This is an optimization exercise on Yosys and OpenROAD, whose aim is small area, not a production implementation. RTL that was checked went through simulation tests only; none was proved equivalent to the original. No functional check of the RTL was part of runs 1 and 5. Power figures rest on the tool's default switching activity, not on a simulated workload.

<file path="design/flow/design.v">
module xn_catalog (
    output wire [32*48-1:0] words
);
    assign words[ 0*48 +: 48] = {2'd2, 1'b1, 1'b0, 1'b0, 8'h00, 1'b0, 4'd0, 1'b0, 8'h00, 1'b0, 3'd0, 8'd0, 8'd255, 1'b0};  
    assign words[ 1*48 +: 48] = {2'd3, 1'b0, 1'b1, 1'b1, 8'h40, 1'b1, 4'd0, 1'b0, 8'h00, 1'b0, 3'd0, 8'd0, 8'd255, 1'b1};  
    assign words[ 2*48 +: 48] = {2'd3, 1'b1, 1'b0, 1'b1, 8'h63, 1'b0, 4'd2, 1'b1, 8'h21, 1'b0, 3'd0, 8'd0, 8'd255, 1'b1};  
    assign words[ 3*48 +: 48] = {2'd3, 1'b1, 1'b0, 1'b1, 8'h62, 1'b0, 4'd1, 1'b1, 8'h22, 1'b0, 3'd0, 8'd30, 8'd255, 1'b1};  
    assign words[ 4*48 +: 48] = {2'd3, 1'b1, 1'b0, 1'b1, 8'h62, 1'b0, 4'd1, 1'b1, 8'h23, 1'b0, 3'd0, 8'd0, 8'd29, 1'b1};  
    assign words[ 5*48 +: 48] = {2'd3, 1'b1, 1'b0, 1'b1, 8'hE4, 1'b0, 4'd2, 1'b1, 8'h10, 1'b1, 3'd4, 8'd30, 8'd255, 1'b1};  
    assign words[ 6*48 +: 48] = {2'd3, 1'b1, 1'b0, 1'b1, 8'h52, 1'b0, 4'd1, 1'b0, 8'h00, 1'b0, 3'd0, 8'd0, 8'd29, 1'b1};  
    assign words[ 7*48 +: 48] = {2'd3, 1'b1, 1'b0, 1'b1, 8'h52, 1'b0, 4'd2, 1'b0, 8'h00, 1'b0, 3'd0, 8'd30, 8'd255, 1'b1};  
    assign words[ 8*48 +: 48] = {2'd3, 1'b1, 1'b0, 1'b1, 8'h21, 1'b0, 4'd0, 1'b1, 8'h80, 1'b0, 3'd0, 8'd30, 8'd255, 1'b1};  
    assign words[ 9*48 +: 48] = {2'd3, 1'b1, 1'b0, 1'b1, 8'h21, 1'b0, 4'd1, 1'b0, 8'h00, 1'b0, 3'd0, 8'd0, 8'd29, 1'b1};  
    assign words[10*48 +: 48] = {2'd0, 1'b1, 1'b0, 1'b0, 8'h00, 1'b0, 4'd0, 1'b0, 8'h00, 1'b0, 3'd0, 8'd0, 8'd255, 1'b0};  
    assign words[11*48 +: 48] = {2'd3, 1'b1, 1'b0, 1'b1, 8'hF6, 1'b0, 4'd15, 1'b1, 8'h00, 1'b0, 3'd0, 8'd0, 8'd255, 1'b1};  
    assign words[12*48 +: 48] = {2'd3, 1'b0, 1'b1, 1'b1, 8'h61, 1'b0, 4'd0, 1'b1, 8'h01, 1'b0, 3'd0, 8'd0, 8'd255, 1'b1};  
    assign words[13*48 +: 48] = {2'd3, 1'b0, 1'b1, 1'b1, 8'h61, 1'b0, 4'd0, 1'b1, 8'h00, 1'b0, 3'd0, 8'd0, 8'd255, 1'b1};  
    assign words[14*48 +: 48] = {2'd3, 1'b0, 1'b1, 1'b1, 8'h81, 1'b0, 4'd0, 1'b1, 8'h00, 1'b0, 3'd0, 8'd0, 8'd255, 1'b1};  
    assign words[15*48 +: 48] = {2'd3, 1'b1, 1'b0, 1'b1, 8'h42, 1'b0, 4'd2, 1'b0, 8'h00, 1'b0, 3'd0, 8'd0, 8'd255, 1'b1};  
    assign words[16*48 +: 48] = {2'd3, 1'b1, 1'b0, 1'b1, 8'hE4, 1'b0, 4'd4, 1'b1, 8'h00, 1'b1, 3'd4, 8'd0, 8'd255, 1'b1};  
    assign words[17*48 +: 48] = {2'd3, 1'b1, 1'b0, 1'b1, 8'hE4, 1'b0, 4'd5, 1'b1, 8'h20, 1'b1, 3'd3, 8'd36, 8'd255, 1'b1};  
    assign words[18*48 +: 48] = {2'd3, 1'b1, 1'b0, 1'b1, 8'h70, 1'b1, 4'd0, 1'b0, 8'h00, 1'b0, 3'd0, 8'd0, 8'd255, 1'b1};  
    assign words[19*48 +: 48] = {2'd3, 1'b1, 1'b0, 1'b1, 8'hA0, 1'b1, 4'd0, 1'b1, 8'h55, 1'b0, 3'd0, 8'd0, 8'd255, 1'b1};  
    assign words[20*48 +: 48] = {2'd3, 1'b1, 1'b0, 1'b1, 8'h93, 1'b0, 4'd1, 1'b0, 8'h00, 1'b0, 3'd0, 8'd0, 8'd255, 1'b1};  
    assign words[21*48 +: 48] = {2'd3, 1'b1, 1'b0, 1'b1, 8'h93, 1'b0, 4'd3, 1'b0, 8'h00, 1'b0, 3'd0, 8'd20, 8'd40, 1'b1};  
    assign words[22*48 +: 48] = {2'd3, 1'b1, 1'b0, 1'b1, 8'h94, 1'b0, 4'd2, 1'b1, 8'h01, 1'b0, 3'd0, 8'd0, 8'd40, 1'b1};  
    assign words[23*48 +: 48] = {2'd3, 1'b1, 1'b0, 1'b1, 8'h94, 1'b0, 4'd2, 1'b1, 8'h01, 1'b1, 3'd7, 8'd35, 8'd255, 1'b1};  
    assign words[24*48 +: 48] = {2'd3, 1'b1, 1'b0, 1'b1, 8'h95, 1'b0, 4'd1, 1'b1, 8'h33, 1'b0, 3'd0, 8'd0, 8'd255, 1'b1};  
    assign words[25*48 +: 48] = {2'd3, 1'b1, 1'b0, 1'b1, 8'h95, 1'b0, 4'd2, 1'b0, 8'h00, 1'b0, 3'd0, 8'd0, 8'd255, 1'b1};  
    assign words[26*48 +: 48] = {2'd3, 1'b1, 1'b0, 1'b1, 8'hF5, 1'b0, 4'd15, 1'b0, 8'h00, 1'b0, 3'd0, 8'd0, 8'd255, 1'b1};  
    assign words[27*48 +: 48] = {2'd3, 1'b1, 1'b0, 1'b1, 8'h61, 1'b0, 4'd0, 1'b1, 8'h02, 1'b0, 3'd0, 8'd0, 8'd255, 1'b1};  
    assign words[28*48 +: 48] = {2'd3, 1'b1, 1'b0, 1'b1, 8'h61, 1'b0, 4'd0, 1'b1, 8'h80, 1'b1, 3'd1, 8'd0, 8'd255, 1'b1};  
    assign words[29*48 +: 48] = {2'd3, 1'b1, 1'b0, 1'b1, 8'h63, 1'b0, 4'd2, 1'b1, 8'h10, 1'b1, 3'd4, 8'd20, 8'd255, 1'b1};  
    assign words[30*48 +: 48] = {2'd3, 1'b1, 1'b0, 1'b1, 8'h40, 1'b1, 4'd0, 1'b0, 8'h00, 1'b0, 3'd0, 8'd0, 8'd29, 1'b1};  
    assign words[31*48 +: 48] = {2'd3, 1'b1, 1'b0, 1'b1, 8'h40, 1'b1, 4'd0, 1'b1, 8'hC0, 1'b1, 3'd2, 8'd30, 8'd255, 1'b1};  
endmodule
module xn_decoder #(
    parameter integer TSW      = 16,
    parameter [7:0]   VER_INIT = 8'd30
) (
    input  wire             clk,
    input  wire             rst,
    input  wire             in_valid,
    input  wire [7:0]       in_byte,
    input  wire [TSW-1:0]   in_ts,
    input  wire             ver_wr,
    input  wire [7:0]       ver_wdata,
    input  wire             discard,
    output reg              out_valid,
    output wire             out_ok,
    output wire [2:0]       out_reason,
    output wire [7:0]       out_call_raw,
    output wire [TSW-1:0]   out_call_ts,
    output wire             out_cf_valid,
    output wire [2:0]       out_kind,
    output wire [4:0]       out_addr,
    output wire             out_bcast,
    output wire             out_def_valid,
    output wire [4:0]       out_def,
    output wire             out_hdr_valid,
    output wire [7:0]       out_hdr,
    output wire             out_id_valid,
    output wire [7:0]       out_id,
    output wire [3:0]       out_payload_len,
    output wire [15*8-1:0]  out_payload,
    output wire             out_checksum_valid,
    output wire [4:0]       out_raw_len,
    output wire [18*8-1:0]  out_raw,
    output wire             diag_ambiguous,
    output reg  [2:0]       st,
    output reg  [2:0]       fr
);
    localparam integer NDEF   = 32;
    localparam integer BUFCAP = 18;
    localparam [2:0] S_WAIT_CALL = 3'd0, S_WAIT_HDR = 3'd1, S_WAIT_ID = 3'd2,
                     S_WAIT_DATA = 3'd3, S_EMIT = 3'd5, S_FAIL = 3'd6;
    localparam [2:0] K_SEND = 3'd0, K_RESEND = 3'd1, K_FRAMED = 3'd2,
                     K_BPOLL = 3'd3, K_UNKNOWN = 3'd4;
    localparam [2:0] R_NONE = 3'd0, R_PARITY = 3'd1, R_UNCLASS = 3'd2,
                     R_NOMATCH = 3'd3, R_AMBIG = 3'd4, R_CHECKSUM = 3'd5;
    wire [NDEF*48-1:0] cat;
    xn_catalog u_cat (.words(cat));
    wire       c_var   [0:NDEF-1];
    wire [3:0] c_n     [0:NDEF-1];
    wire       c_idv   [0:NDEF-1];
    wire       c_ck    [0:NDEF-1];
    genvar g;
    generate
        for (g = 0; g < NDEF; g = g + 1) begin : g_cat
            assign c_var[g] = cat[g*48 + 34];
            assign c_n[g]   = cat[g*48 + 30 +: 4];
            assign c_idv[g] = cat[g*48 + 29];
            assign c_ck[g]  = cat[g*48 + 0];
        end
    endgenerate
    reg  [4:0]          vcl;       
    reg  [7:0]          cf_raw;    
    reg  [TSW-1:0]      cf_ts;     
    reg  [BUFCAP*8-1:0] buf_q;     
    reg  [4:0]          len;
    wire [7:0]          xacc = buf_q[(BUFCAP-1)*8 +: 8];
    reg  [4:0]          sel;
    function [4:0] vclass;
        input [7:0] v;
        vclass = {v >= 8'd41, v >= 8'd36, v >= 8'd35, v >= 8'd30, v >= 8'd20};
    endfunction
    wire [4:0] vcl_n  = ver_wr ? vclass(ver_wdata) : vcl;
    wire [2:0] st_e   = discard ? S_WAIT_CALL : st;
    wire       is_hdr = (st_e == S_WAIT_HDR);
    wire       is_id  = (st_e == S_WAIT_ID);
    wire       is_dat = (st_e == S_WAIT_DATA);
    wire       framed_byte = is_hdr | is_id | is_dat;
    wire [7:0] b      = in_byte;
    wire [3:0] nib    = buf_q[3:0];
    wire [4:0] len_s  = len + 5'd1;
    wire [7:0] xsum   = xacc ^ b;
    wire ge20 = vcl_n[0];
    wire ge30 = vcl_n[1];
    wire ge35 = vcl_n[2];
    wire ge36 = vcl_n[3];
    wire ge41 = vcl_n[4];
    function [3:0] classify;    
        input [7:0] c;
        reg pv, bc;
        begin
            pv = ((c[0] ^ c[3]) ^ (c[1] ^ c[4])) ^ ((c[2] ^ c[5]) ^ c[6]);
            bc = (c[4:0] == 5'd0);
            if      (c[6:5] == 2'b10 && pv)        classify = {1'b1, K_SEND};
            else if (c[6:5] == 2'b00 && pv && !bc) classify = {1'b1, K_RESEND};
            else if (c[6:5] == 2'b01 && pv && bc)  classify = {1'b1, K_BPOLL};
            else if (c[6:5] == 2'b11 && bc)        classify = {1'b1, K_FRAMED};
            else if (c[6:5] == 2'b11 && pv)        classify = {1'b1, K_FRAMED};
            else if (c[6:5] == 2'b01 && pv)        classify = {1'b1, K_UNKNOWN};
            else if (!pv)                          classify = {1'b0, R_PARITY};
            else                                   classify = {1'b0, R_UNCLASS};
        end
    endfunction
    wire [3:0] cls_in = classify(b);
    wire [3:0] cls_cf = classify(cf_raw);
    wire       cf_bc  = (cf_raw[4:0] == 5'd0);
    function [4:0] flen;
        input [4:0] s;
        input [3:0] nb;
        flen = 5'd1 + {4'd0, c_idv[s]} + {1'b0, (c_var[s] ? nb : c_n[s])} + {4'd0, c_ck[s]};
    endfunction
    reg       h_fail, h_amb, h_id;
    reg [4:0] h_sel;
    always @(*) begin
        h_fail = 1'b0; h_amb = 1'b0; h_id = 1'b0; h_sel = 5'd0;
        if (cf_bc) begin
            casez (b)
                8'h4?: h_sel = 5'd1;
                8'h61, 8'h81: h_id = 1'b1;
                default: h_fail = 1'b1;
            endcase
        end else begin
            casez (b)
                8'h63, 8'h62, 8'hE4, 8'h21, 8'hF6, 8'h42, 8'hA?, 8'h94, 8'h95, 8'h61, 8'h4?:
                       h_id = 1'b1;
                8'h52: h_sel = ge30 ? 5'd7 : 5'd6;
                8'h7?: h_sel = 5'd18;
                8'h93: begin h_sel = 5'd20;
                             if (ge20 && !ge41) begin h_fail = 1'b1; h_amb = 1'b1; end end
                8'hF5: h_sel = 5'd26;
                default: h_fail = 1'b1;
            endcase
        end
    end
    wire [7:0] h0 = buf_q[7:0];
    reg       i_fail, i_amb;
    reg [4:0] i_sel;
    always @(*) begin
        i_fail = 1'b0; i_amb = 1'b0; i_sel = 5'd0;
        if (cf_bc) begin
            if (!h0[7]) begin    
                if (b == 8'h01) i_sel = 5'd12; else if (b == 8'h00) i_sel = 5'd13; else i_fail = 1'b1;
            end else begin       
                i_sel = 5'd14; if (b != 8'h00) i_fail = 1'b1;
            end
        end else begin
            case (h0[7:4])
                4'h6: case (h0[1:0])
                          2'd3:    if (b == 8'h21) i_sel = 5'd2; else if (b[7:4] == 4'h1) i_sel = 5'd29; else i_fail = 1'b1;
                          2'd2:    if (b == 8'h22) i_sel = 5'd3; else if (b == 8'h23) i_sel = 5'd4; else i_fail = 1'b1;
                          default: if (b == 8'h02) i_sel = 5'd27; else if (b[7]) i_sel = 5'd28; else i_fail = 1'b1;
                      endcase
                4'hE: if (b[7:4] == 4'h1) i_sel = 5'd5; else if (b[7:4] == 4'h0) i_sel = 5'd16;
                      else if (b[7:5] == 3'd1) i_sel = 5'd17; else i_fail = 1'b1;
                4'h2: i_sel = (b == 8'h80) ? 5'd8 : 5'd9;
                4'hF: begin i_sel = 5'd11; if (b != 8'h00) i_fail = 1'b1; end
                4'hA: begin i_sel = 5'd19; if (b != 8'h55) i_fail = 1'b1; end
                4'h9: if (h0[0]) i_sel = (b == 8'h33) ? 5'd24 : 5'd25;
                      else if (b == 8'h00) i_sel = 5'd23; else if (b == 8'h01) i_sel = 5'd22; else i_fail = 1'b1;
                default:  
                      if (h0[3:0] == 4'h2) begin
                          i_sel = 5'd15; if (b[7:6] == 2'b11 && ge30) begin i_fail = 1'b1; i_amb = 1'b1; end
                      end else
                          i_sel = (b[7:6] == 2'b11 && ge30) ? 5'd31 : 5'd30;
            endcase
        end
    end
    reg        p_none, p_amb;
    reg [4:0]  p_d;
    always @(*) begin
        p_none = 1'b0; p_amb = 1'b0; p_d = sel;
        case (sel)
            5'd8:  p_d = ge30 ? 5'd8 : 5'd9;
            5'd15: p_amb = !ge30;
            5'd22: if (ge41) p_d = 5'd23; else if (ge35) p_amb = 1'b1;
            5'd24: p_amb = 1'b1;
            5'd3, 5'd5, 5'd7, 5'd31: p_none = !ge30;
            5'd4, 5'd6, 5'd9, 5'd30: p_none = ge30;
            5'd17: p_none = !ge36;
            5'd23: p_none = !ge35;
            5'd29: p_none = !ge20;
            default: p_none = 1'b0;
        endcase
    end
    wire [3:0] dl_sel  = c_var[sel] ? nib : c_n[sel];
    wire       idv_sel = c_idv[sel];
    reg [2:0] n_st, n_fr;
    reg       n_valid;
    reg       do_proc, fail;
    reg [2:0] fr_code;
    reg [4:0] n_sel;
    always @(*) begin
        n_st = st_e;
        n_fr = discard ? R_NONE : fr;
        n_valid = 1'b0;
        n_sel = sel;
        do_proc = 1'b0; fail = 1'b0; fr_code = R_NOMATCH;
        if (in_valid) begin
            if (!framed_byte) begin
                n_fr = R_NONE;
                if (!cls_in[3]) begin
                    n_valid = 1'b1;
                    n_fr = cls_in[2:0];
                    n_st = S_FAIL;
                end else if (cls_in[2:0] == K_FRAMED) begin
                    n_st = S_WAIT_HDR;
                end else begin
                    n_valid = 1'b1;
                    n_st = S_EMIT;
                end
            end else if (is_hdr) begin
                n_sel = h_sel;
                if (h_fail) begin
                    fail = 1'b1; fr_code = h_amb ? R_AMBIG : R_NOMATCH;
                end else if (h_id)
                    n_st = S_WAIT_ID;
                else
                    n_st = S_WAIT_DATA;     
            end else if (is_id) begin
                n_sel = i_sel;
                if (i_fail) begin
                    fail = 1'b1; fr_code = i_amb ? R_AMBIG : R_NOMATCH;
                end else if (i_sel == 5'd30 && nib == 4'd0)
                    do_proc = 1'b1;           
                else
                    n_st = S_WAIT_DATA;
            end else begin
                do_proc = (len == {1'b0, dl_sel} + {4'd0, idv_sel} + 5'd1);
            end
            if (do_proc) begin
                if (is_dat) n_sel = p_d;
                if (is_dat ? p_none : ge30) begin
                    fail = 1'b1; fr_code = R_NOMATCH;
                end else if (is_dat && p_amb) begin
                    fail = 1'b1; fr_code = R_AMBIG;
                end else if (xsum != 8'd0) begin    
                    fail = 1'b1; fr_code = R_CHECKSUM;
                end else begin
                    n_valid = 1'b1;
                    n_st = S_EMIT;
                    n_fr = R_NONE;
                end
            end
            if (fail) begin
                n_valid = 1'b1;
                n_st = S_FAIL;
                n_fr = fr_code;
            end
        end
    end
    always @(posedge clk) begin
        if (rst) begin
            st        <= S_WAIT_CALL;
            fr        <= R_NONE;
            vcl       <= vclass(VER_INIT);
            out_valid <= 1'b0;
        end else begin
            st        <= n_st;
            fr        <= n_fr;
            vcl       <= vcl_n;
            out_valid <= n_valid;
        end
    end
    integer k;
    always @(posedge clk) begin
        if (in_valid && !framed_byte) begin
            cf_raw <= b;
            cf_ts  <= in_ts;
        end
        if (in_valid) begin
            len  <= framed_byte ? len_s : 5'd0;
            sel  <= n_sel;
        end
        for (k = 0; k < BUFCAP - 1; k = k + 1)
            if (in_valid && framed_byte && len == k)
                buf_q[k*8 +: 8] <= b;
        if (in_valid && framed_byte)
            buf_q[(BUFCAP-1)*8 +: 8] <= (is_hdr || len == BUFCAP - 1) ? b : xsum;
    end
    wire cf_framed = cls_cf[3] && (cls_cf[2:0] == K_FRAMED);
    wire idv_o = idv_sel;
    assign out_ok             = (st == S_EMIT);
    assign out_checksum_valid = out_ok;
    assign out_reason         = fr;
    assign diag_ambiguous     = (fr == R_AMBIG);
    assign out_call_raw       = cf_raw;
    assign out_call_ts        = cf_ts;
    assign out_cf_valid       = cls_cf[3];
    assign out_kind           = cls_cf[3] ? cls_cf[2:0] : 3'd0;
    assign out_addr           = cf_raw[4:0];
    assign out_bcast          = cf_bc;
    assign out_def_valid      = (out_ok && cf_framed) || (fr == R_CHECKSUM);
    assign out_def            = sel;
    assign out_hdr_valid      = out_def_valid;
    assign out_hdr            = buf_q[7:0];
    assign out_id_valid       = out_def_valid && idv_o;
    assign out_id             = buf_q[15:8];
    assign out_payload_len    = out_def_valid ? dl_sel : 4'd0;
    assign out_payload        = idv_o ? buf_q[16 +: 120] : buf_q[8 +: 120];
    assign out_raw_len        = len;
    assign out_raw            = buf_q;
endmodule
</file>
<file path="design/flow/flow/run.sh">
#!/bin/bash
# Standard ORFS layout (the standard.sh) with: port buffers made of the
# smallest buffer cell (every port still gets one), and a clock tree built
# without dummy load cells. ORFS writes each step's log under orfs/logs;
# make's output goes to standard.log.
set -euo pipefail
export BUFFER_PORTS_ARGS="-buffer_cell sky130_fd_sc_hd__buf_1"
export CTS_ARGS="-sink_clustering_enable -repair_clock_nets -dont_use_dummy_load -buf_list {sky130_fd_sc_hd__clkbuf_4 sky130_fd_sc_hd__clkbuf_8} -sink_clustering_size 12"
bash standard.sh > standard.log 2>&1
</file>
<file path="design/flow/standard.sh">
#!/bin/bash
# synth_recipe.tcl (not shown) runs the flow's synth.tcl, then flattens the netlist and writes it again
# the make line also repeats each setting of config.mk as NAME=value (left out here)
make -C /OpenROAD-flow-scripts/flow DESIGN_CONFIG=/design/flow/config.mk WORK_HOME=/design/flow/orfs CLKGATE_MAP_FILE= SYNTH_SCRIPT=/design/flow/synth_recipe.tcl "${@:-finish}"
</file>
<file path="design/flow/config.mk">
export PLATFORM = sky130hd
export DESIGN_NAME = xn_decoder
export DESIGN_NICKNAME = xn_decoder
export VERILOG_FILES = /design/flow/design.v
export SDC_FILE = /design/flow/constraint.sdc
export NUM_CORES = 4
export LEC_CHECK = 0
export CAP_MARGIN = 0
export CORE_MARGIN = 2
export CORE_UTILIZATION = 70
export SLEW_MARGIN = 0
</file>
<file path="design/flow/constraint.sdc">
create_clock -name core_clock -period 12.0 [get_ports {clk}]
set_input_delay 2.4000 -clock core_clock [delete_from_list [all_inputs] [get_ports {clk}]]
set_output_delay 2.4000 -clock core_clock [all_outputs]
set_load 0.01 [all_outputs]
</file>
==> results of run 1 <==
[flip-flops by register name (all words and copies together) (netlist names)]
name	count
vcl	5
cf_ts	16
len	5
fr	3
sel	5
buf_q	144
st	3
cf_raw	8
out_valid	1
[stage by stage]
step                util [%]  instance area [sq um]  worst slack [ns]
CTS                     81.4                  11700              5.55
finish                  81.4                  11700              5.47
global placement        79.8                  11500              6.10
global route            81.4                  11700              5.25
detailed placement      79.8                  11500              6.06
floorplan                  -                  10200              6.95
[metal layers]
layer | up-vias | track usage [%] | part of all wire (%)
met2 | 601 | 60.9 | 49
li1 | 3756 | - | -
met3 | 84 | 7.65 | 9.8
met5 | - | 0 | 0
met1 | 4078 | 49.5 | 37
met4 | 0 | 15.8 | 4.3
[kinds of logic (layout without fill, tap and decap cells)]
logic type | count (synthesis) | after routing
AND/OR/NAND/NOR | 250 | 250
flip-flops | 190 | 190
multiplexers | 130 | 130
AO/OA/AOI/OAI | 128 | 128
buffers and inverters | 90 | 416
XOR/XNOR | 37 | 37
adder cells (fa/ha/maj) | 7 | 7
[tightest hold or removal path, delay by kind of cell (launching register included)]
family	cells	cell delay [ns]
and+or+nand+nor	1	0.06
AOI/OAI and AO/OA	1	0.05
DFF	1	0.34
[final cells by class]
cell class | count | area [sq um]
Sequential cell | 190 | 5590
Multi-Input combinational cell | 552 | 4120
Fill cell | 908 | 2670
Timing Repair Buffer | 384 | 1470
Clock buffer | 17 | 234
Tap cell | 184 | 230
Inverter | 15 | 61.3
[power groups by stage]
stage / logic, mW / clock network [mW] / registers [mW]
finish: 0.352 / 0.316 / 0.764
global route: 0.376 / 0.341 / 0.766
CTS: 0.349 / 0.316 / 0.763
detailed placement: 0.347 / 0 / 0.778
global placement: 0.340 / 0 / 0.777
floorplan: 0.255 / 0 / 0.771
[Yosys cell counts, drive strengths merged (12+ instances only)]
cell    count  area, sq um
xnor2      24          210
nand2      59          229
a31oi      12         75.1
o21ai      23          115
nor2       62          235
dfxtp      12          240
edfxtp    178         5350
nand2b     17          106
xor2       12          105
a21oi      28          140
mux2      123         1390
and3       12         75.1
inv        14         52.6
clkbuf     31          116
buf        44          303
nand3      15         75.1
nor3       20          100
[final timing paths]
check / startpoint / end / slack [ns] / cells after the start
max: sel[2] / out_payload[111] / 5.47 / 9
max reg2reg: sel[2] / sel[2] / 7.49 / 15
min reg2reg: st[2] / st[2] / 0.50 / 2
min: st[2] / st[2] / 0.50 / 2
==> impl_metrics.py, run 1 <==
metrics = {
    "status": {
        "outcome": "finished clean",
    },
    "worst_setup_path": {
        "path_buf_inv": 3,
        "critPathKind": "register to primary output",
        "slowest_delay_ns": 0.79,
        "cp_slowest_cell": "edfxtp_1",
        "cp.required_ns": 9.60,
        "crit_path_cell_trace": "nand2_1, nor2_1, a21oi_1, mux2_2, o21ai_4, buf_4, buf_4, mux2_2, buf_1",
        "setup.worst_path.start_class": "register",
        "crit_fanout": 71,
        "end_kind": "primary output",
        "arrival_ns": 4.13,
        "cp_top_family": "buffers and inverters",
    },
    "cells_and_area": {
        "num_antenna_cells": 0,
        "fin_cells": 1342,
        "final_nets": 1204,
        "layout_common_cells": "buf_1, edfxtp_1, mux2_2",
        "areaGrowthSynthToFinish_pct": 15.0,
        "layout_commonest_cell": "buf_1",
        "layout-drive-gt1-share_pct": 14.8,
    },
    "yosys": {
        "syn_nets": 876,
        "seq_area_frac_synth_pct": 54.9,
        "synth-async-reset-ratio_pct": 0,
        "synth-main-ff-cell": "edfxtp_1",
        "yosys.area_share.xor_xnor_pct": 3.32,
        "synth_seq_cells": 190,
        "synth_area_sq_mm": 0.0102,
        "yosys.area_share.simple_pct": 13.2,
        "synthMuxAreaShare_pct": 14.3,
        "ys.warnings.count": 1,
        "avgSynthCellArea_sq_um": 12.2,
        "yosys.cell_types.count": 85,
        "synth_compound_area_share_pct": 8.72,
        "synth_top_family_by_area": "multiplexers",
        "synth_edf_count": 178,
        "synthAdderAreaFrac_pct": 0.860,
        "synth_cells": 832,
    },
    "clocking": {
        "path_clk_slew_ns": 0.07,
        "cts_resized": 0,
        "numCtsBuffers": 17,
        "htree_levels": 4,
        "post_cts_buffers": 0,
        "cts_hold_buf": 0,
        "clock-sinks": 190,
        "root_buffer": "clkbuf_8",
        "clkLatencyLatePin_ns": 0.47,
        "cts_tree": "done",
        "clk_path_buf_depth": 2,
    },
    "power_and_ir_drop": {
        "vdd_drop_max_mv": 0.0927,
        "swShare_pct": 29.0,
        "pwr-share-clk_pct": 22.1,
        "p_seq_share_pct": 53.4,
        "power_density_mw_per_mm2": 122,
        "p_leak_nw": 3.79,
        "p_comb_share_pct": 24.6,
        "p_int_mw": 1.02,
        "power_mw": 1.43,
        "power.switching_mw": 0.415,
    },
    "timing": {
        "finalSetupTns_ns": 0,
        "hold_viol": 0,
        "fin_crit_ns": 6.53,
        "final.setup_skew_ns": 0.0258,
        "holdWs_ns": 0.496,
        "rsz0062_at_grt": "no",
        "slew_violations": 0,
        "worst_pin_slew_ns": 1.22,
        "relSlewSlack_pct": 18.0,
        "finalCritPeriodShare_pct": 54.4,
        "fmax_ghz": 0.153,
        "setup_viol": 0,
    },
    "place": {
        "dp_hpwl_mm": 21.7,
        "gp_congestion": 1.02,
        "dp.cells": 1325,
        "port_buffers": 380,
    },
    "route": {
        "vias": 8519,
        "route.detailed.drc": 0,
        "ant_nets": 0,
        "first_pass_iters": 6,
        "finalWirelength_mm": 29.8,
        "drt-wirelength-per-cell_um": 22.2,
        "drt_iter0_drc": 1224,
        "vias_per_cell": 6.35,
    },
    "die": {
        "fp.dieH_um": 125,
        "design.core.area_sq_mm": 0.0144,
        "num_rows": 44,
        "die_area_sq_mm": 0.0155,
        "start_util_pct": 70.8,
        "fp.dieW_um": 125,
        "ios": 381,
    },
    "grt": {
        "grt_max_degree": 72,
        "grt_pass1_vias": 7686,
        "gr-usage-all-layers_pct": 37.5,
        "grt_pass1_wl_mm": 44.5,
        "grt_overflow_total": 0,
        "antenna_found_initial": 0,
    },
    "min_path": {
        "hold_path.class": "register to register",
    },
    "run": {
        "cap_violations": 0,
    },
}
==> run 2, diff against run 1 <==
--- a/design/flow/design.v
+++ b/design/flow/design.v
@@ -101,4 +101,5 @@
     wire [7:0]          xacc = buf_q[(BUFCAP-1)*8 +: 8];
     reg  [4:0]          sel;
+    reg                 pay2, pay1;   
     function [4:0] vclass;
         input [7:0] v;
@@ -296,4 +297,9 @@
         end
     end
+    wire pay2_n = is_dat && c_idv[sel] && !(sel == 5'd8 && !ge30);
+    always @(posedge clk) begin
+        pay2 <= pay2_n;
+        pay1 <= !pay2_n;
+    end
     integer k;
     always @(posedge clk) begin
@@ -313,5 +319,4 @@
     end
     wire cf_framed = cls_cf[3] && (cls_cf[2:0] == K_FRAMED);
-    wire idv_o = idv_sel;
     assign out_ok             = (st == S_EMIT);
     assign out_checksum_valid = out_ok;
@@ -328,8 +333,8 @@
     assign out_hdr_valid      = out_def_valid;
     assign out_hdr            = buf_q[7:0];
-    assign out_id_valid       = out_def_valid && idv_o;
+    assign out_id_valid       = out_def_valid && pay2;
     assign out_id             = buf_q[15:8];
     assign out_payload_len    = out_def_valid ? dl_sel : 4'd0;
-    assign out_payload        = idv_o ? buf_q[16 +: 120] : buf_q[8 +: 120];
+    assign out_payload        = (buf_q[8 +: 120] | {120{pay2}}) & (buf_q[16 +: 120] | {120{pay1}});
     assign out_raw_len        = len;
     assign out_raw            = buf_q;
==> run 2 against run 1 <==
Global-route usage increased by 8.2 points; cell area down 1.4%; first-iteration DRC count grew 28%; via count rose by 10%; maximum frequency rose by 18%; register-to-register slack improved by 0.39 ns; critical path type is now primary input to register; still clean on timing, DRC and antenna; die area is 1.1% lower; non-clock buffer count rose by 3; power shrank 10%.
==> impl_metrics.py, run 2 <==
metrics = {
    "status": {
        "outcome": "finished clean",
    },
    "worst_setup_path": {
        "setup.worst_path.start_class": "primary input",
        "arrival_ns": 5.73,
        "cp.required_ns": 12.21,
        "crit_fanout": 41,
        "end_kind": "register",
        "path_buf_inv": 2,
        "worst_r2r_path_depth": 14,
        "rr_startpoint": "sel[3]",
        "cp-startpoint": "in_byte[5]",
        "crit_cells": 10,
        "cp-endpoint": "sel[0]",
        "r2r_end": "sel[0]",
        "critPathKind": "primary input to register",
        "slowest_delay_ns": 0.60,
        "crit_path_cell_trace": "clkbuf_2, nor4_2, nand3b_1, a2111oi_1, nand4_1, a21oi_2, inv_2, o32ai_2, nand3_2, mux2_2",
        "cp_slowest_cell": "nor4_2",
        "regToRegSetupSlack_ns": 7.88,
        "cp_top_family": "simple AND/OR/NAND/NOR gates",
    },
    "yosys": {
        "synth-async-reset-ratio_pct": 0,
        "yosys.cell_types.count": 88,
        "synth_cells": 856,
        "avgSynthCellArea_sq_um": 11.8,
        "yosysTopAreaCell": "edfxtp_1",
        "ys.warnings.count": 1,
        "syn_nets": 900,
        "seq_area_frac_synth_pct": 55.9,
        "synth.most_common_cell": "edfxtp_1",
        "yosys-top-cells-count": "edfxtp_1, o22a_1, nor2_1",
        "synth_edf_count": 178,
        "synth_seq_cells": 192,
        "synth_area_sq_mm": 0.0101,
        "yosys-top-cells-area": "edfxtp_1, o22a_1, dfxtp_1",
        "synth_top_area_share_pct": 53.1,
        "synth-main-ff-cell": "edfxtp_1",
    },
    "route": {
        "route.detailed.drc": 0,
        "top_layer_used": "met4",
        "vias_per_cell": 6.98,
        "wl_met2_mm": 16.5,
        "wl_met1_mm": 11.8,
        "finalWirelength_mm": 35.6,
        "drt_iter0_drc": 1571,
        "ant_nets": 0,
        "first_pass_iters": 6,
        "drt-wirelength-per-cell_um": 26.4,
        "routed-wl-met3_mm": 5.69,
        "vias": 9412,
    },
    "cells_and_area": {
        "layout_commonest_cell": "buf_1",
        "multi_input_area_sq_mm": 0.00387,
        "largest_reg_flops": 144,
        "final_nets": 1215,
        "layout_common_cells": "buf_1, edfxtp_1, o22a_1",
        "ff_latch_area_sq_mm": 0.00563,
        "layout-drive-gt1-share_pct": 5.82,
        "num_antenna_cells": 0,
        "reg_top3": "buf_q x144, cf_ts x16, cf_raw x8",
        "areaGrowthSynthToFinish_pct": 14.7,
        "fillers": 750,
        "largest-register": "buf_q",
        "fin_util_pct": 82.8,
    },
    "clocking": {
        "path_clk_slew_ns": 0.08,
        "clock-sinks": 192,
        "cts_hold_buf": 0,
        "htree_levels": 4,
        "clk_path_buf_depth": 2,
        "clkLatencyLatePin_ns": 0.48,
        "root_buffer": "clkbuf_8",
        "numCtsBuffers": 17,
        "post_cts_buffers": 0,
        "cts_resized": 0,
        "cts_tree": "done",
    },
    "timing": {
        "final.setup_skew_ns": 0.0386,
        "holdWs_ns": 0.528,
        "worst_pin_slew_ns": 1.13,
        "slew_violations": 0,
        "fmax_ghz": 0.181,
        "finalCritPeriodShare_pct": 46.1,
        "fin_crit_ns": 5.53,
        "hold_viol": 0,
        "finalSetupTns_ns": 0,
        "setup_viol": 0,
        "relSlewSlack_pct": 24.3,
        "rsz0062_at_grt": "no",
    },
    "grt": {
        "grt_max_degree": 108,
        "gr-usage-all-layers_pct": 45.6,
        "grt_pass1_vias": 8247,
        "grt_pass1_wl_mm": 50.3,
        "antenna_found_initial": 0,
        "grt_overflow_total": 0,
    },
    "min_path": {
        "hold_path.class": "register to register",
    },
    "place": {
        "gp_congestion": 1.02,
        "dp_hpwl_mm": 24.6,
        "port_buffers": 380,
    },
    "die": {
        "ios": 381,
        "start_util_pct": 72.2,
        "fp.dieH_um": 124,
        "die_area_sq_mm": 0.0153,
        "num_rows": 43,
        "fp.dieW_um": 124,
        "design.core.area_sq_mm": 0.0139,
    },
    "power_and_ir_drop": {
        "power_density_mw_per_mm2": 112,
        "p_leak_nw": 3.62,
        "vdd_drop_max_mv": 0.0923,
    },
    "run": {
        "cap_violations": 0,
    },
}
run 2: worst min-delay path: cells and delay by family, from the launching register on:
family                 cells  cell delay, ns
AO/OA/AOI/OAI              1            0.06
buffers and inverters      1            0.08
flip-flops                 1            0.34
run 2: power breakdown:
| group | switching, mW | internal (mW) | total [mW] |
|---|---|---|---|
| clock network | 0.201 | 0.126 | 0.327 |
| registers | 0.0257 | 0.749 | 0.775 |
| logic | 0.121 | 0.0650 | 0.186 |
run 2: cell type report:
type                       count  share of cell area, %
clock buffer                  17                   2.03
inverter                      22                  0.716
multi-input combinational    551                   33.6
sequential                   192                   48.8
tap                          180                   1.95
timing repair buffer         387                   12.9
run 2: per-layer routing:
metal	track usage, %	vias to the layer above
li1	-	3931
met1	55.8	4411
met2	68.6	917
met3	22.8	153
met4	19.2	0
met5	3.47	-
run 2: how the worst min path moves through the flow:
stage | from | end | slack (ns) | depth (start not counted)
floorplan | vcl[3] | vcl[3] | 0.47 | 2
global placement | fr[1] | fr[1] | 0.50 | 2
detailed placement | fr[1] | fr[1] | 0.52 | 2
CTS | fr[1] | fr[1] | 0.53 | 2
global route | fr[1] | fr[1] | 0.55 | 2
finish | fr[1] | fr[1] | 0.53 | 2
run 2: cell families (layout without fill, tap and decap cells):
group	Yosys count	in the layout	share of synthesized area [%]
compound gates	252	252	19.7
xor+xnor	36	36	3.13
fa+ha+maj	7	7	0.871
buf+inv	113	426	5.57
flops	192	192	55.9
mux	7	7	0.746
simple gates	249	249	14.1
run 2: through the flow:
step           worst slack [ns]  total power [mW]  cell area [sq um]  cells
5_1_grt                    6.22              1.32              11500   1349
2_1_floorplan              7.15             0.905              10100    856
3_3_place_gp               6.21             0.962              11300   1332
3_5_place_dp               6.15             0.968              11300   1332
4_1_cts                    6.61              1.27              11500   1349
6_report                   6.47              1.29              11500   1349
==> run 3, diff against run 2 <==
--- a/design/flow/design.v
+++ b/design/flow/design.v
@@ -202,11 +202,10 @@
     end
     reg        p_none, p_amb;
-    reg [4:0]  p_d;
     always @(*) begin
-        p_none = 1'b0; p_amb = 1'b0; p_d = sel;
+        p_none = 1'b0; p_amb = 1'b0;
         case (sel)
-            5'd8:  p_d = ge30 ? 5'd8 : 5'd9;
+            5'd8:  p_none = 1'b0;                   
             5'd15: p_amb = !ge30;
-            5'd22: if (ge41) p_d = 5'd23; else if (ge35) p_amb = 1'b1;
+            5'd22: p_amb = ge35 && !ge41;           
             5'd24: p_amb = 1'b1;
             5'd3, 5'd5, 5'd7, 5'd31: p_none = !ge30;
@@ -264,5 +263,4 @@
             end
             if (do_proc) begin
-                if (is_dat) n_sel = p_d;
                 if (is_dat ? p_none : ge30) begin
                     fail = 1'b1; fr_code = R_NOMATCH;
@@ -330,10 +328,12 @@
     assign out_bcast          = cf_bc;
     assign out_def_valid      = (out_ok && cf_framed) || (fr == R_CHECKSUM);
-    assign out_def            = sel;
+    wire pair89 = (sel == 5'd8)  && !vcl[1];    
+    wire pair23 = (sel == 5'd22) &&  vcl[4];    
+    assign out_def            = pair89 ? 5'd9 : pair23 ? 5'd23 : sel;
     assign out_hdr_valid      = out_def_valid;
     assign out_hdr            = buf_q[7:0];
     assign out_id_valid       = out_def_valid && pay2;
     assign out_id             = buf_q[15:8];
-    assign out_payload_len    = out_def_valid ? dl_sel : 4'd0;
+    assign out_payload_len    = out_def_valid ? (pair89 ? 4'd1 : dl_sel) : 4'd0;
     assign out_payload        = (buf_q[8 +: 120] | {120{pay2}}) & (buf_q[16 +: 120] | {120{pay1}});
     assign out_raw_len        = len;
--- a/design/flow/config.mk
+++ b/design/flow/config.mk
@@ -8,4 +8,4 @@
 export CAP_MARGIN = 0
 export CORE_MARGIN = 2
-export CORE_UTILIZATION = 70
+export CORE_UTILIZATION = 75
 export SLEW_MARGIN = 0
==> run 3 against run 2 <==
Sequential share of layout area is 0.36 points higher; combinational power shrank 23%; critical path depth decreased by 2; global-route usage grew 1.1 points; clock skew is 0.013 ns lower; cell area down 0.73%; first-iteration DRC count grew 11%; sequential power down 1%; synthesized cell count decreased by 0.82%; clock power shrank 2%; maximum frequency is 13% lower; final cell count decreased by 1.0%; largest power group unchanged.
==> impl_metrics.py, run 3 <==
metrics = {
    "worst_setup_path": {
        "arrival_ns": 3.95,
        "crit_path_cell_trace": "nor4_1, nand2b_1, inv_1, nor2_1, o32ai_1, o41ai_1, nor2_1, buf_1",
        "setup.worst_path.start_class": "register",
        "critPathKind": "register to primary output",
        "cp_top_family": "simple AND/OR/NAND/NOR gates",
        "rr_startpoint": "sel[4]",
        "worst_r2r_path_depth": 15,
        "slowest_delay_ns": 0.56,
        "cp_common_cell": "nor2_1",
        "regToRegSetupSlack_ns": 8.20,
        "crit_fanout": 15,
        "cp_slowest_cell": "nor4_1",
        "r2r_end": "fr[0]",
        "path_buf_inv": 2,
        "cp.required_ns": 9.60,
        "crit_cells": 8,
        "end_kind": "primary output",
    },
    "timing": {
        "fmax_ghz": 0.158,
        "setup_viol": 0,
        "relSlewSlack_pct": 15.9,
        "worst_pin_slew_ns": 1.25,
        "fin_crit_ns": 6.35,
        "finalCritPeriodShare_pct": 52.9,
        "rsz0062_at_grt": "no",
        "finalSetupTns_ns": 0,
        "hold_viol": 0,
        "final.setup_skew_ns": 0.0259,
        "slew_violations": 0,
    },
    "grt": {
        "grt_overflow_total": 0,
        "grt_max_degree": 116,
        "gr-usage-all-layers_pct": 46.7,
        "grt_pass1_wl_mm": 49.9,
        "grt_pass1_vias": 8500,
        "antenna_found_initial": 0,
    },
    "clocking": {
        "cts_tree": "done",
        "clkLatencyLatePin_ns": 0.48,
        "cts_resized": 0,
        "htree_levels": 4,
        "clk_path_buf_depth": 2,
        "clock-sinks": 192,
        "root_buffer": "clkbuf_8",
        "numCtsBuffers": 17,
        "path_clk_slew_ns": 0.09,
        "cts_hold_buf": 0,
        "post_cts_buffers": 0,
    },
    "cells_and_area": {
        "areaGrowthSynthToFinish_pct": 14.8,
        "layout_common_cells": "buf_1, edfxtp_1, o22a_1",
        "largest-register": "buf_q",
        "fin_util_pct": 87.2,
        "reg_top3": "buf_q x144, cf_ts x16, cf_raw x8",
        "design_area_sq_mm": 0.0115,
        "largest_reg_flops": 144,
        "layout-drive-gt1-share_pct": 4.06,
        "final_nets": 1205,
        "layout_commonest_cell": "buf_1",
        "num_antenna_cells": 0,
        "fillers": 682,
    },
    "yosys": {
        "synth_top_area_share_pct": 53.6,
        "yosys-top-cells-area": "edfxtp_1, o22a_1, dfxtp_1",
        "ys.warnings.count": 1,
        "seq_area_frac_synth_pct": 56.4,
        "avgSynthCellArea_sq_um": 11.8,
        "syn_nets": 893,
        "synth_edf_count": 178,
        "yosysTopAreaCell": "edfxtp_1",
        "yosys-top-cells-count": "edfxtp_1, o22a_1, nor2_1",
        "synth_seq_cells": 192,
        "synth_area_sq_mm": 0.00998,
        "synth-async-reset-ratio_pct": 0,
        "synth-main-ff-cell": "edfxtp_1",
        "synth_cells": 849,
        "yosys.cell_types.count": 80,
        "synth.most_common_cell": "edfxtp_1",
    },
    "power_and_ir_drop": {
        "pwr-share-clk_pct": 26.1,
        "p_int_mw": 0.917,
        "p_seq_share_pct": 62.3,
        "p_comb_share_pct": 11.7,
        "p_leak_nw": 3.58,
        "power_mw": 1.23,
        "power_density_mw_per_mm2": 107,
        "swShare_pct": 25.2,
        "power.switching_mw": 0.309,
        "vdd_drop_max_mv": 0.113,
    },
    "route": {
        "drt_iter0_drc": 1741,
        "drt-wirelength-per-cell_um": 25.5,
        "vias_per_cell": 7.13,
        "finalWirelength_mm": 34.1,
        "first_pass_iters": 6,
        "route.detailed.drc": 0,
        "ant_nets": 0,
        "vias": 9522,
    },
    "min_path": {
        "whs_path_depth": 2,
        "hold_path.class": "register to register",
        "holdPathEnd": "fr[1]",
        "hold_start": "fr[1]",
    },
    "status": {
        "outcome": "finished clean",
    },
    "die": {
        "fp.dieH_um": 119,
        "die_area_sq_mm": 0.0142,
        "fp.dieW_um": 119,
        "design.core.area_sq_mm": 0.0131,
        "num_rows": 42,
        "ios": 381,
        "start_util_pct": 76.0,
    },
    "place": {
        "port_buffers": 380,
        "dp_hpwl_mm": 23.4,
        "gp_congestion": 1.04,
        "place_area_sq_mm": 0.0112,
    },
    "run": {
        "cap_violations": 0,
    },
}
==> run 3: through the flow <==
step,hold slack [ns],worst slack [ns],cells
after global placement,0.492,6.36,1318
after global routing,0.528,5.54,1335
after detailed placement,0.501,6.30,1318
after floorplan,0.482,7.20,849
after CTS,0.513,5.85,1335
final,0.529,5.65,1335
==> run 3: final cells by class <==
class / instances / area (sq um) / area share, %
Sequential cell: 192 / 5630 / 49.2
Tap cell: 176 / 220 / 1.92
Multi-Input combinational cell: 544 / 3810 / 33.3
Inverter: 21 / 78.8 / 0.688
Clock buffer: 17 / 234 / 2.04
Timing Repair Buffer: 385 / 1470 / 12.9
==> run 3: power groups by stage <==
| stage | Clock (mW) | Sequential [mW] | Combinational, mW |
|---|---|---|---|
| 5_1_grt | 0.335 | 0.765 | 0.151 |
| 3_5_place_dp | 0 | 0.778 | 0.135 |
| 6_report | 0.320 | 0.764 | 0.143 |
| 3_3_place_gp | 0 | 0.776 | 0.128 |
| 2_1_floorplan | 0 | 0.775 | 0.0858 |
| 4_1_cts | 0.318 | 0.763 | 0.138 |
==> run 3: worst max-delay path by stage <==
stage | from | endpoint | slack [ns]
finish | cf_raw[3] | out_payload_len[2] | 5.65
global route | cf_raw[3] | out_payload_len[1] | 5.54
CTS | cf_raw[3] | out_payload_len[1] | 5.85
detailed placement | in_byte[1] | fr[0] | 6.30
global placement | in_byte[1] | fr[0] | 6.36
floorplan | cf_raw[0] | out_payload_len[1] | 7.20
==> run 3: cell families (layout without fill, tap and decap cells) <==
logic type,count (synthesis),count (layout),share of synthesized area (%)
AO/OA/AOI/OAI,249,249,19.8
AND/OR/NAND/NOR,248,248,13.9
flip-flops,192,192,56.4
buffers and inverters,113,423,5.42
XOR/XNOR,37,37,3.39
adder cells (fa/ha/maj),7,7,0.878
multiplexers,3,3,0.301
==> run 3: layer usage <==
metal  track usage [%]  vias to the layer above  part of all wire [%]
met5                 0                        -                     0
met4              27.9                        0                   6.6
met3              11.3                      196                    13
met2              74.9                     1010                    47
met1              58.1                     4441                    33
li1                  -                     3875                     -
==> run 3: worst reg2reg max path, cell delays in order, from the launching register on <==
cell      delay, ns
edfxtp_1       0.79
inv_1          0.27
nand2_1        0.19
nor2_1         0.06
a21oi_1        0.15
nor2_1         0.07
nor3_1         0.22
ha_1           0.21
inv_1          0.05
ha_1           0.21
inv_1          0.10
a21oi_1        0.07
a221oi_1       0.50
o311ai_4       0.20
or4_1          0.56
o211ai_1       0.09
==> run 4, diff against run 3 <==
--- a/design/flow/config.mk
+++ b/design/flow/config.mk
@@ -8,4 +8,4 @@
 export CAP_MARGIN = 0
 export CORE_MARGIN = 2
-export CORE_UTILIZATION = 75
+export CORE_UTILIZATION = 70
 export SLEW_MARGIN = 0
==> run 4 against run 3 <==
Synthesized area unchanged; still clean on timing, DRC and antenna; core utilization fell by 4.7 points; non-clock buffer count fell by 1; die area up 6.9%; critical endpoint is now out_payload_len[1]; critical path depth stayed put; clock skew barely moved; global-route usage shrank 7.3 points; combinational power decreased by 6%; synthesized cell count is the same; clock-buffer cell count is the same; sequential cell count is the same; setup slack better by 0.26 ns; critical path type unchanged.
==> impl_metrics.py, run 4 <==
metrics = {
    "yosys": {
        "yosys.area_share.simple_pct": 13.9,
        "synthMuxAreaShare_pct": 0.301,
        "yosysTopAreaCell": "edfxtp_1",
        "synth_top_family_by_area": "compound AO/OA/AOI/OAI gates",
        "synth_top_area_share_pct": 53.6,
        "avgSynthCellArea_sq_um": 11.8,
        "synth_area_sq_mm": 0.00998,
        "synth-main-ff-cell": "edfxtp_1",
        "syn_nets": 893,
        "synth.most_common_cell": "edfxtp_1",
        "synth_seq_cells": 192,
        "synth-async-reset-ratio_pct": 0,
        "yosys.cell_types.count": 80,
        "synth_edf_count": 178,
        "yosys.area_share.xor_xnor_pct": 3.39,
        "synth_compound_area_share_pct": 19.8,
        "yosys-top-cells-area": "edfxtp_1, o22a_1, dfxtp_1",
        "yosys-top-cells-count": "edfxtp_1, o22a_1, nor2_1",
        "synthAdderAreaFrac_pct": 0.878,
        "ys.warnings.count": 1,
        "synth_cells": 849,
        "seq_area_frac_synth_pct": 56.4,
    },
    "clocking": {
        "htree_levels": 4,
        "root_buffer": "clkbuf_8",
        "post_cts_buffers": 0,
        "cts_tree": "done",
        "clkLatencyLatePin_ns": 0.48,
        "cts_resized": 0,
        "clock-sinks": 192,
        "numCtsBuffers": 17,
        "path_clk_slew_ns": 0.08,
        "cts_hold_buf": 0,
        "clk_path_buf_depth": 2,
    },
    "die": {
        "start_util_pct": 71.9,
        "design.core.area_sq_mm": 0.0139,
        "ios": 381,
        "die_area_sq_mm": 0.0152,
        "fp.dieH_um": 123,
        "fp.dieW_um": 123,
        "num_rows": 43,
    },
    "cells_and_area": {
        "layout_commonest_cell": "buf_1",
        "largest-register": "buf_q",
        "layout_common_cells": "buf_1, edfxtp_1, o22a_1",
        "num_antenna_cells": 0,
        "largest_reg_flops": 144,
        "areaGrowthSynthToFinish_pct": 14.7,
        "design_area_sq_mm": 0.0115,
        "fin_cells": 1338,
        "layout-drive-gt1-share_pct": 4.06,
        "multi_input_area_sq_mm": 0.00381,
        "final_nets": 1204,
        "reg_top3": "buf_q x144, cf_ts x16, cf_raw x8",
        "ff_latch_area_sq_mm": 0.00563,
        "fillers": 841,
    },
    "timing": {
        "hold_viol": 0,
        "slew_violations": 0,
        "fin_crit_ns": 6.09,
        "worst_pin_slew_ns": 1.30,
        "rsz0062_at_grt": "no",
        "finalSetupTns_ns": 0,
        "setup_viol": 0,
        "finalCritPeriodShare_pct": 50.7,
        "relSlewSlack_pct": 13.0,
        "final.setup_skew_ns": 0.0263,
        "fmax_ghz": 0.164,
    },
    "worst_setup_path": {
        "slowest_delay_ns": 0.53,
        "end_kind": "primary output",
        "arrival_ns": 3.69,
        "rr_startpoint": "sel[4]",
        "cp_slowest_cell": "inv_1",
        "critPathKind": "register to primary output",
        "crit_fanout": 15,
        "regToRegSetupSlack_ns": 8.24,
        "r2r_end": "fr[0]",
        "worst_r2r_path_depth": 15,
        "setup.worst_path.start_class": "register",
        "cp.required_ns": 9.60,
        "crit_path_cell_trace": "nor4_1, nand2b_1, inv_1, nor2_1, o32ai_1, o41ai_1, a21oi_1, buf_1",
    },
    "grt": {
        "grt_pass1_wl_mm": 44.1,
        "gr-usage-all-layers_pct": 39.4,
        "grt_pass1_vias": 7551,
        "grt_max_degree": 116,
        "grt_overflow_total": 0,
        "antenna_found_initial": 0,
    },
    "power_and_ir_drop": {
        "power_mw": 1.22,
        "swShare_pct": 24.6,
        "p_int_mw": 0.917,
        "power.switching_mw": 0.299,
        "p_seq_share_pct": 62.7,
        "power_density_mw_per_mm2": 106,
        "pwr-share-clk_pct": 26.2,
        "p_comb_share_pct": 11.1,
        "p_leak_nw": 3.58,
        "vdd_drop_max_mv": 0.0831,
    },
    "route": {
        "ant_nets": 0,
        "drt-wirelength-per-cell_um": 23.5,
        "finalWirelength_mm": 31.4,
        "vias_per_cell": 6.79,
        "first_pass_iters": 6,
        "drt_iter0_drc": 1290,
        "vias": 9080,
        "route.detailed.drc": 0,
    },
    "place": {
        "port_buffers": 380,
        "dp.cells": 1321,
        "place_area_sq_mm": 0.0112,
        "dp_hpwl_mm": 21.8,
        "gp_congestion": 1.00,
    },
    "min_path": {
        "hold_path.class": "register to register",
        "hold_start": "vcl[3]",
        "whs_path_depth": 2,
        "holdPathEnd": "vcl[3]",
    },
    "run": {
        "cap_violations": 0,
    },
    "status": {
        "outcome": "finished clean",
    },
}
[run 4: cell counts after synthesis]
No cell type changed its count.
[run 4: power groups by stage]
stage	Sequential (mW)	Combinational, mW	Clock [mW]
after CTS	0.762	0.133	0.316
after floorplan	0.775	0.0858	0
after global routing	0.765	0.146	0.335
final	0.763	0.135	0.318
after detailed placement	0.777	0.132	0
after global placement	0.777	0.129	0
[run 4: per-stage QoR]
stage	setup slack (ns)	hold slack, ns	util, %
floorplan	7.20	0.482	-
global placement	6.36	0.491	80.8
detailed placement	6.28	0.511	80.8
CTS	5.98	0.527	82.5
global route	5.67	0.545	82.5
finish	5.91	0.528	82.5
[run 4: worst max-delay path, delay by kind of cell, from the launching register on]
kind                   cells  cell delay (ns)
and+or+nand+nor            3             1.11
buffers and inverters      2             0.70
AOI/OAI and AO/OA          3             0.93
DFF                        1             0.46
[run 4: cell type report]
cell class / count / area share, %
inverters: 21 / 0.688
clock buffers: 17 / 2.04
multi-input cells: 544 / 33.3
flip-flops and latches: 192 / 49.2
repair buffers: 384 / 12.8
well taps: 180 / 1.97
[run 4: worst max path at each step]
stage                     from            endpoint  depth (start not counted)
floorplan            cf_raw[0]  out_payload_len[1]                          8
global placement    in_byte[1]               fr[0]                         10
detailed placement  in_byte[0]               fr[2]                         10
CTS                  cf_raw[3]  out_payload_len[1]                          8
global route         cf_raw[3]  out_payload_len[1]                          8
finish               cf_raw[3]  out_payload_len[1]                          8
[run 4: cell families after synthesis]
group / count (synthesis)
buffers and inverters: 113
flip-flops: 192
adder cells (fa/ha/maj): 7
XOR/XNOR: 37
multiplexers: 3
AND/OR/NAND/NOR: 248
AO/OA/AOI/OAI: 249
[run 4: layer usage]
layer / part of all wire, % / up-vias / track usage (%) / routed length [um]
met5: 0 / - / 0 / 0
met4: 4.3 / 0 / 17.7 / 1340
met3: 11 / 106 / 9.18 / 3410
met2: 49 / 763 / 63.4 / 15300
met1: 36 / 4315 / 51.4 / 11400
li1: - / 3896 / - / -
==> run 5, diff against run 4 <==
--- a/design/flow/design.v
+++ b/design/flow/design.v
@@ -68,6 +68,6 @@
     output wire [18*8-1:0]  out_raw,
     output wire             diag_ambiguous,
-    output reg  [2:0]       st,
-    output reg  [2:0]       fr
+    output wire [2:0]       st,
+    output wire [2:0]       fr
 );
     localparam integer NDEF   = 32;
@@ -101,4 +101,7 @@
     wire [7:0]          xacc = buf_q[(BUFCAP-1)*8 +: 8];
     reg  [4:0]          sel;
+    reg  [3:0]          stq;
+    assign st = stq[3] ? S_FAIL : stq[2:0];
+    assign fr = stq[3] ? stq[2:0] : R_NONE;
     reg                 pay2, pay1;   
     function [4:0] vclass;
@@ -284,11 +287,9 @@
     always @(posedge clk) begin
         if (rst) begin
-            st        <= S_WAIT_CALL;
-            fr        <= R_NONE;
+            stq       <= {1'b0, S_WAIT_CALL};
             vcl       <= vclass(VER_INIT);
             out_valid <= 1'b0;
         end else begin
-            st        <= n_st;
-            fr        <= n_fr;
+            stq       <= (n_st == S_FAIL) ? {1'b1, n_fr} : {1'b0, n_st};
             vcl       <= vcl_n;
             out_valid <= n_valid;
@@ -311,5 +312,5 @@
         end
         for (k = 0; k < BUFCAP - 1; k = k + 1)
-            if (in_valid && framed_byte && len == k)
+            if (len == k)
                 buf_q[k*8 +: 8] <= b;
         if (in_valid && framed_byte)
==> run 5 against run 4 <==
Combinational power grew 55%; cell area grew 0.87%; clock power grew 1%; still clean on timing, DRC and antenna; clock-buffer cell count is the same; largest power group unchanged; power grew 8.4%; sequential share of layout area shrank 0.77 points; critical path type is now primary input to register.
==> impl_metrics.py, run 5 <==
metrics = {
    "route": {
        "route.detailed.drc": 0,
        "drt_iter0_drc": 1611,
        "first_pass_iters": 6,
        "ant_nets": 0,
        "drt-wirelength-per-cell_um": 25.8,
        "vias": 9463,
        "vias_per_cell": 6.97,
        "finalWirelength_mm": 35.0,
    },
    "yosys": {
        "ys.warnings.count": 1,
        "syn_nets": 914,
        "synth-main-ff-cell": "edfxtp_1",
        "yosys-top-cells-area": "edfxtp_1, o22a_1, xnor2_1",
        "seq_area_frac_synth_pct": 55.4,
        "yosysTopAreaCell": "edfxtp_1",
        "synth.most_common_cell": "edfxtp_1",
        "yosys.cell_types.count": 82,
        "avgSynthCellArea_sq_um": 11.6,
        "synth_top_area_share_pct": 53.1,
        "yosys-top-cells-count": "edfxtp_1, o22a_1, nor2_1",
        "synth-async-reset-ratio_pct": 0,
        "synth_edf_count": 178,
        "synth_area_sq_mm": 0.0101,
        "synth_cells": 870,
        "synth_seq_cells": 190,
    },
    "die": {
        "start_util_pct": 72.0,
        "fp.dieW_um": 124,
        "num_rows": 43,
        "design.core.area_sq_mm": 0.0140,
        "ios": 381,
        "fp.dieH_um": 124,
        "die_area_sq_mm": 0.0154,
    },
    "status": {
        "outcome": "finished clean",
    },
    "clocking": {
        "cts_resized": 0,
        "cts_hold_buf": 0,
        "root_buffer": "clkbuf_8",
        "clkLatencyLatePin_ns": 0.46,
        "path_clk_slew_ns": 0.08,
        "htree_levels": 4,
        "clk_path_buf_depth": 2,
        "cts_tree": "done",
        "numCtsBuffers": 17,
        "post_cts_buffers": 0,
        "clock-sinks": 190,
    },
    "timing": {
        "slew_violations": 0,
        "worst_pin_slew_ns": 1.27,
        "setup_viol": 0,
        "relSlewSlack_pct": 15.2,
        "finalCritPeriodShare_pct": 48.4,
        "rsz0062_at_grt": "no",
        "finalSetupTns_ns": 0,
        "fin_crit_ns": 5.81,
        "hold_viol": 0,
        "final.setup_skew_ns": 0.0316,
        "fmax_ghz": 0.172,
        "holdWs_ns": 0.576,
    },
    "grt": {
        "gr-usage-all-layers_pct": 44.3,
        "grt_pass1_wl_mm": 49.4,
        "grt_max_degree": 122,
        "grt_overflow_total": 0,
        "antenna_found_initial": 0,
        "grt_pass1_vias": 8119,
    },
    "worst_setup_path": {
        "cp_slowest_cell": "clkbuf_2",
        "setup.worst_path.start_class": "primary input",
        "cp.required_ns": 12.30,
        "critPathKind": "primary input to register",
        "crit_path_cell_trace": "clkbuf_2, inv_1, a2111oi_0, nand4b_1, a31oi_1, or3_4, nor4b_4, or2_2, nor3b_1, a211o_1, nor3_1",
        "end_kind": "register",
        "crit_fanout": 38,
        "slowest_delay_ns": 0.67,
        "arrival_ns": 6.11,
    },
    "cells_and_area": {
        "layout-drive-gt1-share_pct": 4.84,
        "final_nets": 1223,
        "layout_commonest_cell": "buf_1",
        "layout_common_cells": "buf_1, edfxtp_1, o22a_1",
        "reg_top3": "buf_q x144, cf_ts x16, cf_raw x8",
        "areaGrowthSynthToFinish_pct": 14.7,
        "largest-register": "buf_q",
        "largest_reg_flops": 144,
        "num_antenna_cells": 0,
    },
    "place": {
        "gp_congestion": 0.977,
        "dp_hpwl_mm": 24.0,
        "port_buffers": 380,
    },
    "power_and_ir_drop": {
        "p_leak_nw": 3.60,
        "power_density_mw_per_mm2": 114,
        "vdd_drop_max_mv": 0.0793,
    },
    "run": {
        "cap_violations": 0,
    },
    "min_path": {
        "hold_path.class": "register to register",
    },
}
[run 5: logic make-up after synthesis]
group / count (synthesis) / synth area share, %
flops: 190 / 55.4
xor+xnor: 36 / 3.13
compound gates: 257 / 20.0
fa+ha+maj: 7 / 0.869
buf+inv: 115 / 5.43
simple gates: 262 / 14.8
mux: 3 / 0.311
[run 5: path summary, 6_finish.rpt]
kind / to / cells after the start / start / slack, ns
worst max-delay path: stq[3] / 11 / in_byte[6] / 6.19
worst max register to register: stq[3] / 14 / sel[3] / 7.66
worst min register to register: stq[2] / 2 / stq[2] / 0.58
worst min-delay path: stq[2] / 2 / stq[2] / 0.58
[run 5: power by group]
part	switching, mW	total [mW]	internal [mW]
sequential	0.0354	0.788	0.753
clock	0.196	0.322	0.126
combinational	0.135	0.209	0.0736
total	0.367	1.32	0.952
[run 5: worst max-delay path, delay by kind of cell]
kind / cells / cell delay [ns]
compound gates: 3 / 1.30
simple gates: 6 / 1.27
buf+inv: 2 / 1.10
[run 5: per-layer routing]
metal  global-route usage, %  up-vias  routed length (um)
li1                        -     3971                   -
met1                    57.6     4430               12100
met2                    69.2      901               16400
met3                    11.9      161                4380
met4                    22.0        0                2150
met5                   0.694        -                   0
[run 5: layout make-up]
cell class	instances	area, sq um
Inverter	17	63.8
Multi-Input combinational cell	565	3940
Clock buffer	17	234
Timing Repair Buffer	388	1490
Tap cell	180	225
Sequential cell	190	5590
Fill cell	813	2440
[run 5: stage by stage]
step / power (mW) / util (%) / cells / setup WS, ns / instance area [sq um]
after global placement: 0.997 / 80.9 / 1340 / 6.03 / 11300
final: 1.32 / 82.6 / 1357 / 6.19 / 11600
after global routing: 1.36 / 82.6 / 1357 / 5.94 / 11600
after detailed placement: 1.00 / 80.9 / 1340 / 5.99 / 11300
after CTS: 1.31 / 82.6 / 1357 / 6.44 / 11600
after floorplan: 0.926 / - / 870 / 6.87 / 10100
==> run 6, diff against run 5 <==
--- a/design/flow/design.v
+++ b/design/flow/design.v
@@ -312,5 +312,5 @@
         end
         for (k = 0; k < BUFCAP - 1; k = k + 1)
-            if (len == k)
+            if (in_valid && framed_byte && len == k)
                 buf_q[k*8 +: 8] <= b;
         if (in_valid && framed_byte)
==> run 6 against run 5 <==
Synthesized cell count down 2.0%; final cell count down 1.2%; largest power group unchanged; cell area down 0.90%; non-clock buffer count unchanged; largest cell class unchanged; combinational power down 26%.
==> impl_metrics.py, run 6 <==
metrics = {
    "place": {
        "dp_hpwl_mm": 21.4,
        "gp_congestion": 0.994,
        "port_buffers": 380,
    },
    "yosys": {
        "synth_top_area_share_pct": 53.7,
        "avgSynthCellArea_sq_um": 11.7,
        "yosys-top-cells-count": "edfxtp_1, o22a_1, nor2_1",
        "synth_seq_cells": 190,
        "ys.warnings.count": 1,
        "synth-main-ff-cell": "edfxtp_1",
        "yosysTopAreaCell": "edfxtp_1",
        "seq_area_frac_synth_pct": 56.1,
        "synth_cells": 853,
        "synth_edf_count": 178,
        "synth_area_sq_mm": 0.00996,
        "yosys-top-cells-area": "edfxtp_1, o22a_1, xnor2_1",
        "syn_nets": 897,
        "synth.most_common_cell": "edfxtp_1",
        "yosys.cell_types.count": 80,
        "synth-async-reset-ratio_pct": 0,
    },
    "clocking": {
        "htree_levels": 4,
        "clk_path_buf_depth": 2,
        "clkLatencyLatePin_ns": 0.47,
        "numCtsBuffers": 17,
        "cts_resized": 0,
        "clock-sinks": 190,
        "cts_hold_buf": 0,
        "path_clk_slew_ns": 0.08,
        "cts_tree": "done",
        "root_buffer": "clkbuf_8",
        "post_cts_buffers": 0,
    },
    "die": {
        "start_util_pct": 71.7,
        "fp.dieW_um": 123,
        "design.core.area_sq_mm": 0.0139,
        "num_rows": 43,
        "ios": 381,
        "die_area_sq_mm": 0.0152,
        "fp.dieH_um": 123,
    },
    "min_path": {
        "hold_path.class": "register to register",
    },
    "route": {
        "drt-wirelength-per-cell_um": 22.9,
        "ant_nets": 0,
        "drt_iter0_drc": 1338,
        "vias_per_cell": 6.76,
        "finalWirelength_mm": 30.7,
        "route.detailed.drc": 0,
        "first_pass_iters": 9,
        "vias": 9062,
    },
    "power_and_ir_drop": {
        "power.switching_mw": 0.309,
        "p_seq_share_pct": 61.8,
        "vdd_drop_max_mv": 0.110,
        "power_density_mw_per_mm2": 107,
        "pwr-share-clk_pct": 25.7,
        "p_int_mw": 0.921,
        "p_leak_nw": 3.57,
        "p_comb_share_pct": 12.5,
        "swShare_pct": 25.1,
    },
    "run": {
        "cap_violations": 0,
    },
    "worst_setup_path": {
        "regToRegSetupSlack_ns": 7.70,
        "critPathKind": "register to primary output",
        "crit_fanout": 6,
        "cp.required_ns": 9.60,
        "end_kind": "primary output",
        "arrival_ns": 3.29,
        "setup.worst_path.start_class": "register",
    },
    "cells_and_area": {
        "reg_top3": "buf_q x144, cf_ts x16, cf_raw x8",
        "largest-register": "buf_q",
        "layout_commonest_cell": "buf_1",
        "fillers": 854,
        "multi_input_area_sq_mm": 0.00383,
        "largest_reg_flops": 144,
        "areaGrowthSynthToFinish_pct": 15.0,
        "layout_common_cells": "buf_1, edfxtp_1, o22a_1",
        "num_antenna_cells": 0,
        "ff_latch_area_sq_mm": 0.00559,
        "layout-drive-gt1-share_pct": 4.91,
        "final_nets": 1207,
    },
    "grt": {
        "grt_overflow_total": 0,
        "antenna_found_initial": 0,
        "grt_pass1_wl_mm": 44.1,
        "gr-usage-all-layers_pct": 39.4,
        "grt_max_degree": 101,
        "grt_pass1_vias": 7572,
    },
    "timing": {
        "holdWs_ns": 0.560,
        "relSlewSlack_pct": 20.8,
        "finalSetupTns_ns": 0,
        "rsz0062_at_grt": "no",
        "hold_viol": 0,
        "fin_crit_ns": 5.69,
        "fmax_ghz": 0.176,
        "worst_pin_slew_ns": 1.18,
        "final.setup_skew_ns": 0.0379,
        "finalCritPeriodShare_pct": 47.4,
        "slew_violations": 0,
        "setup_viol": 0,
    },
    "status": {
        "outcome": "finished clean",
    },
}
[run 6: cell count changes after synthesis, moves of 5 or more]
| cell | before | now |
|---|---|---|
| a31oi_1 | 9 | 14 |
| o21a_1 | 6 | 0 |
| nor2_1 | 61 | 67 |
| nand4_1 | 14 | 8 |
| o22ai_1 | 1 | 7 |
| a21oi_1 | 30 | 22 |
| nand2_1 | 33 | 46 |
| o211ai_1 | 12 | 2 |
[run 6: logic make-up (layout without fill, tap and decap cells)]
family | count (synthesis) | after routing | synth area share (%)
and+or+nand+nor | 260 | 260 | 14.6
muxes | 6 | 6 | 0.616
adders and majority gates | 7 | 7 | 0.880
AOI/OAI and AO/OA | 239 | 239 | 19.3
xor gates and xnor gates | 35 | 35 | 3.08
DFF | 190 | 190 | 56.1
buffers and inverters | 116 | 424 | 5.45
[run 6: routing by layer]
layer | vias up | part of all wire [%] | track usage (%) | wire, um
li1 | 3887 | - | - | -
met1 | 4299 | 36 | 53.9 | 11100
met2 | 763 | 48 | 60.4 | 14700
met3 | 113 | 11 | 7.66 | 3440
met4 | 0 | 4.8 | 20.6 | 1470
met5 | - | 0 | 0 | 0
[run 6: path summary, 6_finish.rpt]
check                 start  cells after the start            endpoint
setup / recovery  cf_raw[6]                      9  out_payload_len[1]
hold reg to reg      vcl[2]                      2              vcl[2]
setup reg to reg     sel[3]                     16              stq[1]
hold / removal       vcl[2]                      2              vcl[2]
[run 6: final cells by class]
type,instances,area share (%)
clock buffers,17,2.04
inverters,19,0.623
multi-input cells,547,33.5
flip-flops and latches,190,48.9
well taps,180,1.97
repair buffers,388,13.1
[run 6: critical path, cell delays in order (launching register included)]
cell	delay, ns
edfxtp_1	0.51
xor2_1	0.20
xnor2_1	0.20
xnor2_1	0.16
a21oi_1	0.31
nor2_1	0.07
nor4b_1	0.83
nand2_1	0.22
nor2_1	0.16
buf_1	0.18
[run 6: power by group through the flow]
stage,Clock (mW),Combinational [mW],Sequential [mW]
after floorplan,0,0.103,0.768
after global placement,0,0.147,0.773
after detailed placement,0,0.151,0.774
after CTS,0.313,0.152,0.759
after global routing,0.334,0.167,0.762
final,0.316,0.154,0.760
[run 6: stage by stage]
step           total power [mW]  instances  setup WS [ns]  utilization [%]  cell area, sq um
6_report                   1.23       1341           6.31             82.5             11400
5_1_grt                    1.26       1341           6.11             82.5             11400
4_1_cts                    1.22       1341           6.40             82.5             11400
3_5_place_dp              0.925       1324           6.34             80.8             11200
3_3_place_gp              0.920       1324           6.40             80.8             11200
2_1_floorplan             0.872        853           7.12                -              9960

Check on run 6: ideal ports give 6.309 ns setup slack; a clkbuf_16 on the clock port and buf_2 on the inputs give 6.274 ns; moving port delays by the midpoint clock arrival (0.490 ns) as well gives 6.193 ns.
